Source: an optimization exercise on an open RTL-to-GDS flow (aim: small area). Production flows keep margins and buffers that such runs may drop. Where RTL was checked, it was by simulation tests only, not by an equivalence proof against the original. The clock port is modelled as an ideal driver; clocking choices that lean on that would not hold on a real chip. Power is estimated from default activity; no workload was simulated.

## trial 76
Design zcs8_core, start of the top module:
module zcs8_core (
    input  wire        clk,
    input  wire        rst,
    output wire        imem_req,
    output wire [15:0] imem_addr,
    input  wire        imem_ack,
    input  wire [7:0]  imem_rdata,
    input  wire        imem_err,
    output wire        dmem_req,
    output wire        dmem_we,
    output wire [15:0] dmem_addr,
    output wire [7:0]  dmem_wdata,
    input  wire        dmem_ack,
    input  wire [7:0]  dmem_rdata,
    input  wire        dmem_err,
    output wire        halted,
    output wire        faulted,
    output wire [1:0]  fault_code,
    output wire        fault_ram,
    output wire        fault_write,
    output wire [15:0] fault_info,
    output wire [7:0]  reg_a,
    output wire [7:0]  reg_b,
    output wire [7:0]  reg_c,
    output wire [7:0]  reg_d,
    output wire [7:0]  reg_e,
    output wire [7:0]  reg_h,
    output wire [7:0]  reg_l,
    output wire [7:0]  reg_t,
    output wire [15:0] reg_sp,
    output wire [15:0] reg_pc,
    output wire        flag_z,
    output wire        flag_s,
    output wire        flag_p,
    output wire        flag_cy
);
export LEC_CHECK = 0
export ABC_AREA = 1
export CAP_MARGIN = 5
export CORE_MARGIN = 2
export CORE_UTILIZATION = 60
export GPL_TIMING_DRIVEN = 0
export SLEW_MARGIN = 5
create_clock -name core_clock -period 10.0 [get_ports {clk}]
standard.sh (not shown) runs the stock make flow with config.mk's settings and CLKGATE_MAP_FILE= SYNTH_SCRIPT=/design/flow/synth_recipe.tcl, a recipe that flattens the netlist after the stock synthesis.
==> flow/flow/run.sh <==
#!/bin/bash
# The standard layout (standard.sh), with these changes:
#  - synthesis maps the logic with an area-only ABC script (flow/abc_area.script)
#    and without the full-adder extraction step (ADDER_MAP_FILE empty);
#    everything else in synthesis, registers included, is the standard synthesis,
#    except that pass-through wires get no buffer (SYNTH_INSBUF=0): the port
#    buffers are added in placement as usual;
#  - port buffers are sky130_fd_sc_hd__buf_1 cells;
#  - clock tree synthesis without dummy loads, with clkbuf_4 clock buffers,
#    then flow/post_cts.tcl upsizes the clock buffers whose sinks see the
#    slowest clock edges to clkbuf_8.
# Each tool's output is in orfs/logs/; make's own output is in flow_make.log.
set -euo pipefail
W=$PWD
rm -rf "$W/scripts_local"
cp -r "$FLOW_HOME/scripts" "$W/scripts_local"
cp "$W/flow/abc_area.script" "$W/scripts_local/abc_area.script"
printf 'set ::env(SCRIPTS_DIR) %s\nsource %s\n' "$W/scripts_local" "$W/synth_recipe.tcl" > "$W/my_synth.tcl"
sed "s#SYNTH_SCRIPT=[^ ]*#SYNTH_SCRIPT=$W/my_synth.tcl#" "$W/standard.sh" > "$W/my_standard.sh"
CTS="-sink_clustering_enable -repair_clock_nets -dont_use_dummy_load -buf_list sky130_fd_sc_hd__clkbuf_4"
bash "$W/my_standard.sh" "ADDER_MAP_FILE=" "SYNTH_INSBUF=0" "BUFFER_PORTS_ARGS=-buffer_cell sky130_fd_sc_hd__buf_1" "CTS_ARGS=$CTS" "POST_CTS_TCL=$W/flow/post_cts.tcl" finish > "$W/flow_make.log" 2>&1
==> flow/flow/abc_area.script <==
strash
dch -f
amap -F 10 -A 30
strash
dch -f
amap -F 10 -A 30
strash
dch -f
amap -F 10 -A 30
topo
==> flow/flow/post_cts.tcl <==
estimate_parasitics -placement
set upsized 0
foreach inst [get_cells clkbuf_*] {
  if {[get_property [get_property $inst liberty_cell] name] ne "sky130_fd_sc_hd__clkbuf_4"} { continue }
  set out [get_pins -of_objects $inst -filter "direction == output"]
  set worst 0
  foreach p [get_pins -of_objects [get_nets -of_objects $out] -filter "direction == input"] {
    set s [get_property $p slew_max]
    if {$s > $worst} { set worst $s }
  }
  if {$worst > 0.085} {
    replace_cell $inst sky130_fd_sc_hd__clkbuf_8
    incr upsized
  }
}
puts "post_cts: upsized $upsized clock buffers"
detailed_placement
check_placement -verbose
estimate_parasitics -placement
Trial 76: complete, dirty (capacitance limit, slew limit)
The inputs of build 7 differ from those of trial 76 as listed below.
==> flow/flow/abc_area.script <==
strash
dch -f
amap -F 10 -A 30
topo
==> comparison <==
Build 7 finished end to end and its layout was clean on timing, DRC and antenna.
Comparing the two runs side by side, build 7 comes out ahead of trial 76 on relative slew slack.
The lower sequential element share of the synthesized area of build 7 and trial 76 is in build 7.
Between build 7 and trial 76, the filler-free cell count of the finished design figures differ only marginally.

========
run 1:
zcs8_core, a different RTL version from the one above (not shown whole).
For scale: ~570 cells after synthesis, roughly 110 flip-flops, ~190 I/O pins, roughly 6000 um2 of cells after synthesis.
==> flow/config.mk <==
export PLATFORM = sky130hd
export DESIGN_NAME = zcs8_core
export DESIGN_NICKNAME = zcs8_core
export VERILOG_FILES = /design/flow/design.v
export SDC_FILE = /design/flow/constraint.sdc
export NUM_CORES = 4
export LEC_CHECK = 0
export ABC_AREA = 1
export CAP_MARGIN = 20
export CORE_MARGIN = 2
export CORE_UTILIZATION = 60
export CTS_BUF_LIST = sky130_fd_sc_hd__clkbuf_4
export SLEW_MARGIN = 20
==> flow/constraint.sdc <==
create_clock -name core_clock -period 10.0 [get_ports {clk}]
set_input_delay 2.0000 -clock core_clock [delete_from_list [all_inputs] [get_ports {clk}]]
set_output_delay 2.0000 -clock core_clock [all_outputs]
set_load 0.01 [all_outputs]
==> flow/flow/run.sh <==
#!/bin/bash
# The standard layout (standard.sh), with two changes:
#  - synthesis maps the logic with an area-only ABC script (flow/abc_area.script);
#    everything else in synthesis, registers included, is the standard synthesis;
#  - port buffers are sky130_fd_sc_hd__buf_1 cells.
set -euo pipefail
W=$PWD
rm -rf "$W/scripts_local"
cp -r "$FLOW_HOME/scripts" "$W/scripts_local"
cp "$W/flow/abc_area.script" "$W/scripts_local/abc_area.script"
printf 'set ::env(SCRIPTS_DIR) %s\nsource %s\n' "$W/scripts_local" "$W/synth_recipe.tcl" > "$W/my_synth.tcl"
sed "s#SYNTH_SCRIPT=[^ ]*#SYNTH_SCRIPT=$W/my_synth.tcl#" "$W/standard.sh" > "$W/my_standard.sh"
bash "$W/my_standard.sh" "BUFFER_PORTS_ARGS=-buffer_cell sky130_fd_sc_hd__buf_1" finish > "$W/flow_make.log" 2>&1
==> flow/flow/abc_area.script <==
strash
dch -f
amap
topo
Run 1: flow completed, timing, DRC and antenna clean
--- input diff run 1..run 2 ---
- CTS_BUF_LIST: sky130_fd_sc_hd__clkbuf_4 -> unset
- SLEW_MARGIN: 20 -> 5
- CAP_MARGIN: 20 -> 5
-- flow/flow/run.sh --
<<< run 1, line 2
# The standard layout (standard.sh), with two changes:
>>> run 2, line 2
# The standard layout (standard.sh), with these changes:
<<< run 1, line 5
#  - port buffers are sky130_fd_sc_hd__buf_1 cells.
>>> run 2, line 5
#  - port buffers are sky130_fd_sc_hd__buf_1 cells;
#  - clock tree synthesis without dummy loads, with small clock buffers.
<<< run 1, line 13
bash "$W/my_standard.sh" "BUFFER_PORTS_ARGS=-buffer_cell sky130_fd_sc_hd__buf_1" finish > "$W/flow_make.log" 2>&1
>>> run 2, line 14
CTS="-sink_clustering_enable -repair_clock_nets -dont_use_dummy_load -sink_clustering_size 20 -buf_list {sky130_fd_sc_hd__clkbuf_4 sky130_fd_sc_hd__clkbuf_8}"
bash "$W/my_standard.sh" "BUFFER_PORTS_ARGS=-buffer_cell sky130_fd_sc_hd__buf_1" "CTS_ARGS=$CTS" finish > "$W/flow_make.log" 2>&1
==> comparison <==
Run 2 completed; timing, DRC and antenna clean
Run 2 -> run 1: x dimension of the die delta 0, exact match
In run 2, clock period minus worst slack is lower than in run 1.
met1 track utilization from global routing for run 2: 0.96 points up relative to run 1
Input changes introduced in run 3 (baseline for comparison: run 2):
- CAP_MARGIN now 20, was 5
- SLEW_MARGIN now 20, was 5
==> comparison <==
Total of fill cells in the finished design on run 3 is down relative to run 2. Compared with run 2, run 3 shows total vias in the final route that has gone up slightly. Stage delay of the slowest cell on the critical path essentially unchanged between run 2 and run 3.
Function was not checked in any run of this note: the RTL went through the layout flow alone.

========
Another version of the RTL of zcs8_core (not shown whole).
Size: about 190 I/O pins, about 5600 um2 of cells after synthesis.
export LEC_CHECK = 0
export ABC_AREA = 1
export CAP_MARGIN = 20
export CORE_MARGIN = 2
export CORE_UTILIZATION = 60
export SLEW_MARGIN = 20
create_clock -name core_clock -period 10.0 [get_ports {clk}]
==> flow/flow/run.sh <==
#!/bin/bash
# The standard layout (standard.sh), with these changes:
#  - synthesis maps the logic with an area-only ABC script (flow/abc_area.script)
#    and without the full-adder extraction step (ADDER_MAP_FILE empty);
#    everything else in synthesis, registers included, is the standard synthesis;
#  - port buffers are sky130_fd_sc_hd__buf_1 cells;
#  - clock tree synthesis without dummy loads, with clkbuf_4 clock buffers,
#    then flow/post_cts.tcl upsizes the clock buffers whose sinks see the
#    slowest clock edges to clkbuf_8.
# Each tool's output is in orfs/logs/; make's own output is in flow_make.log.
set -euo pipefail
W=$PWD
rm -rf "$W/scripts_local"
cp -r "$FLOW_HOME/scripts" "$W/scripts_local"
cp "$W/flow/abc_area.script" "$W/scripts_local/abc_area.script"
printf 'set ::env(SCRIPTS_DIR) %s\nsource %s\n' "$W/scripts_local" "$W/synth_recipe.tcl" > "$W/my_synth.tcl"
sed "s#SYNTH_SCRIPT=[^ ]*#SYNTH_SCRIPT=$W/my_synth.tcl#" "$W/standard.sh" > "$W/my_standard.sh"
CTS="-sink_clustering_enable -repair_clock_nets -dont_use_dummy_load -buf_list sky130_fd_sc_hd__clkbuf_4"
bash "$W/my_standard.sh" "ADDER_MAP_FILE=" "BUFFER_PORTS_ARGS=-buffer_cell sky130_fd_sc_hd__buf_1" "CTS_ARGS=$CTS" "POST_CTS_TCL=$W/flow/post_cts.tcl" finish > "$W/flow_make.log" 2>&1
==> flow/flow/abc_area.script <==
strash
dch -f
amap -F 10 -A 30
topo
==> flow/flow/post_cts.tcl <==
estimate_parasitics -placement
set upsized 0
foreach inst [get_cells clkbuf_*] {
  if {[get_property [get_property $inst liberty_cell] name] ne "sky130_fd_sc_hd__clkbuf_4"} { continue }
  set out [get_pins -of_objects $inst -filter "direction == output"]
  set worst 0
  foreach p [get_pins -of_objects [get_nets -of_objects $out] -filter "direction == input"] {
    set s [get_property $p slew_max]
    if {$s > $worst} { set worst $s }
  }
  if {$worst > 0.075} {
    replace_cell $inst sky130_fd_sc_hd__clkbuf_8
    incr upsized
  }
}
puts "post_cts: upsized $upsized clock buffers"
detailed_placement
check_placement -verbose
estimate_parasitics -placement
Then changed:
--- a/flow/flow/run.sh
+++ b/flow/flow/run.sh
@@ -4,3 +4,5 @@
 #    and without the full-adder extraction step (ADDER_MAP_FILE empty);
-#    everything else in synthesis, registers included, is the standard synthesis;
+#    everything else in synthesis, registers included, is the standard synthesis,
+#    except that pass-through wires get no buffer (SYNTH_INSBUF=0): the port
+#    buffers are added in placement as usual;
 #  - port buffers are sky130_fd_sc_hd__buf_1 cells;
@@ -18,2 +20,2 @@
 CTS="-sink_clustering_enable -repair_clock_nets -dont_use_dummy_load -buf_list sky130_fd_sc_hd__clkbuf_4"
-bash "$W/my_standard.sh" "ADDER_MAP_FILE=" "BUFFER_PORTS_ARGS=-buffer_cell sky130_fd_sc_hd__buf_1" "CTS_ARGS=$CTS" "POST_CTS_TCL=$W/flow/post_cts.tcl" finish > "$W/flow_make.log" 2>&1
+bash "$W/my_standard.sh" "ADDER_MAP_FILE=" "SYNTH_INSBUF=0" "BUFFER_PORTS_ARGS=-buffer_cell sky130_fd_sc_hd__buf_1" "CTS_ARGS=$CTS" "POST_CTS_TCL=$W/flow/post_cts.tcl" finish > "$W/flow_make.log" 2>&1
--- a/flow/flow/post_cts.tcl
+++ b/flow/flow/post_cts.tcl
@@ -10,3 +10,3 @@
   }
-  if {$worst > 0.075} {
+  if {$worst > 0.085} {
     replace_cell $inst sky130_fd_sc_hd__clkbuf_8
- CORE_UTILIZATION: 60 -> 50
- GPL_TIMING_DRIVEN: unset -> 0
Final area falls by 0.33%; synthesized cell count falls by 6.4%; global-route usage falls by 4.8 points; clock-buffer cell count stays the same; wire length falls by 1.2%; cell count rises by 1.8%; combinational power falls by about 1%; register-to-register slack loses 640 ps; power falls by 2.0%; hold slack loses 20 ps; die area rises by 14%.
Then changed:
- CAP_MARGIN: 20 -> 10
- CORE_UTILIZATION: 50 -> 60
- SLEW_MARGIN: 20 -> 10
Cell count falls by a few percent; worst setup slack loses 480 ps; sequential share of layout area rises by 0.66 points; wire length falls by a few percent; die area falls by about a fifth; total power falls slightly; worst hold slack gains 10 ps.
Then changed:
==> flow/flow/run.sh (replaced) <==
#!/bin/bash
# The standard layout (standard.sh), with these changes:
#  - synthesis maps the logic with an area-only ABC script (flow/abc_area.script)
#    and without the full-adder extraction step (ADDER_MAP_FILE empty);
#    everything else in synthesis, registers included, is the standard synthesis;
#  - port buffers are sky130_fd_sc_hd__buf_1 cells;
#  - clock tree synthesis without dummy loads, with clkbuf_4 clock buffers.
# Each tool's output is in orfs/logs/; make's own output is in flow_make.log.
set -euo pipefail
W=$PWD
rm -rf "$W/scripts_local"
cp -r "$FLOW_HOME/scripts" "$W/scripts_local"
cp "$W/flow/abc_area.script" "$W/scripts_local/abc_area.script"
printf 'set ::env(SCRIPTS_DIR) %s\nsource %s\n' "$W/scripts_local" "$W/synth_recipe.tcl" > "$W/my_synth.tcl"
sed "s#SYNTH_SCRIPT=[^ ]*#SYNTH_SCRIPT=$W/my_synth.tcl#" "$W/standard.sh" > "$W/my_standard.sh"
CTS="-sink_clustering_enable -repair_clock_nets -dont_use_dummy_load -buf_list sky130_fd_sc_hd__clkbuf_4"
bash "$W/my_standard.sh" "ADDER_MAP_FILE=" "BUFFER_PORTS_ARGS=-buffer_cell sky130_fd_sc_hd__buf_1" "CTS_ARGS=$CTS" finish > "$W/flow_make.log" 2>&1
- CAP_MARGIN: 10 -> 20
- GPL_TIMING_DRIVEN: 0 -> unset
- SLEW_MARGIN: 10 -> 20
removed: flow/flow/post_cts.tcl
- The new run finished with timing, DRC and antenna clean
- power is about the same
- global-route usage came out higher by 0.25 points
- setup slack gets better by 1000 ps
- wire length came out higher by about 4%
- cell area came out higher by about 0.6%
- hold slack gets better by 6.9 ps
- clock power came out lower by 12%
- sequential cell count is unchanged
- core utilization came out lower by 3.1 points
- clock skew came out higher by 23 ps
- clock-buffer cell count stays the same
Then changed:
--- a/flow/flow/run.sh
+++ b/flow/flow/run.sh
@@ -4,5 +4,9 @@
 #    and without the full-adder extraction step (ADDER_MAP_FILE empty);
-#    everything else in synthesis, registers included, is the standard synthesis;
+#    everything else in synthesis, registers included, is the standard synthesis,
+#    except that pass-through wires get no buffer (SYNTH_INSBUF=0): the port
+#    buffers are added in placement as usual;
 #  - port buffers are sky130_fd_sc_hd__buf_1 cells;
-#  - clock tree synthesis without dummy loads, with clkbuf_4 clock buffers.
+#  - clock tree synthesis without dummy loads, with clkbuf_4 clock buffers,
+#    then flow/post_cts.tcl upsizes the clock buffers whose sinks see the
+#    slowest clock edges to clkbuf_8.
 # Each tool's output is in orfs/logs/; make's own output is in flow_make.log.
@@ -16,2 +20,2 @@
 CTS="-sink_clustering_enable -repair_clock_nets -dont_use_dummy_load -buf_list sky130_fd_sc_hd__clkbuf_4"
-bash "$W/my_standard.sh" "ADDER_MAP_FILE=" "BUFFER_PORTS_ARGS=-buffer_cell sky130_fd_sc_hd__buf_1" "CTS_ARGS=$CTS" finish > "$W/flow_make.log" 2>&1
+bash "$W/my_standard.sh" "ADDER_MAP_FILE=" "SYNTH_INSBUF=0" "BUFFER_PORTS_ARGS=-buffer_cell sky130_fd_sc_hd__buf_1" "CTS_ARGS=$CTS" "POST_CTS_TCL=$W/flow/post_cts.tcl" finish > "$W/flow_make.log" 2>&1
==> flow/flow/post_cts.tcl (new file) <==
estimate_parasitics -placement
set upsized 0
foreach inst [get_cells clkbuf_*] {
  if {[get_property [get_property $inst liberty_cell] name] ne "sky130_fd_sc_hd__clkbuf_4"} { continue }
  set out [get_pins -of_objects $inst -filter "direction == output"]
  set worst 0
  foreach p [get_pins -of_objects [get_nets -of_objects $out] -filter "direction == input"] {
    set s [get_property $p slew_max]
    if {$s > $worst} { set worst $s }
  }
  if {$worst > 0.085} {
    replace_cell $inst sky130_fd_sc_hd__clkbuf_8
    incr upsized
  }
}
puts "post_cts: upsized $upsized clock buffers"
detailed_placement
check_placement -verbose
estimate_parasitics -placement
- CAP_MARGIN: 20 -> 10
- CORE_UTILIZATION: 60 -> 50
- GPL_TIMING_DRIVEN: unset -> 0
- SLEW_MARGIN: 20 -> 10
Wire length shrinks by 0.56%.
Fmax shrinks by 14%.
Sequential power stays flat.
Worst hold slack hardly moves.
Non-clock buffer count shrinks by 14.
Count of clock-buffer cells in the layout is unchanged.
Clock skew shrinks by 14 ps.
Utilization shrinks by 8.1 points.

-- port drivers added, routing unchanged --
The flow's constraints put no driver on any port. The routed layouts listed below were extracted and timed again, unchanged, in two steps.
Step 1 sets driving cells, clkbuf_16 on the clock port and buf_2 on the other inputs (assumed; they add their load-dependent delay and slew).
Step 2 also shifts input and output timing later by t, the mid clock arrival at the registers, as if the neighbouring blocks saw the same clock.
a / b / c = ideal / step 1 / step 2; a / b = the first two.
run	shift t [ns]	setup WS [ns]	worst hold slack (ns)	worst register clock-pin slew, ns	pins driven straight from the clock port
trial 76	0.425	1.801 / 1.801 / 1.801	0.500 / 0.500 / 0.500	0.09 / 0.09	1
build 7	0.443	2.012 / 2.013 / 2.013	0.549 / 0.549 / 0.549	0.08 / 0.08	1
run 1	0.575	2.204 / 2.204 / 2.204	0.557 / 0.557 / 0.557	0.12 / 0.12	1
run 2	0.457	2.224 / 2.224 / 2.224	0.549 / 0.549 / 0.549	0.07 / 0.07	1
run 3	0.454	2.192 / 2.192 / 2.192	0.549 / 0.549 / 0.549	0.07 / 0.07	1
the first run of note 3	0.444	3.854 / 3.854 / 3.854	0.562 / 0.562 / 0.562	0.08 / 0.08	1
the second run of note 3	0.455	3.210 / 3.210 / 3.210	0.542 / 0.542 / 0.542	0.09 / 0.09	1
the third run of note 3	0.439	2.730 / 2.730 / 2.730	0.552 / 0.552 / 0.552	0.08 / 0.08	1
the fourth run of note 3	0.534	3.742 / 3.708 / 3.842	0.559 / 0.559 / 0.559	0.12 / 0.12	1
the fifth run of note 3	0.460	2.739 / 2.739 / 2.739	0.558 / 0.558 / 0.558	0.09 / 0.09	1
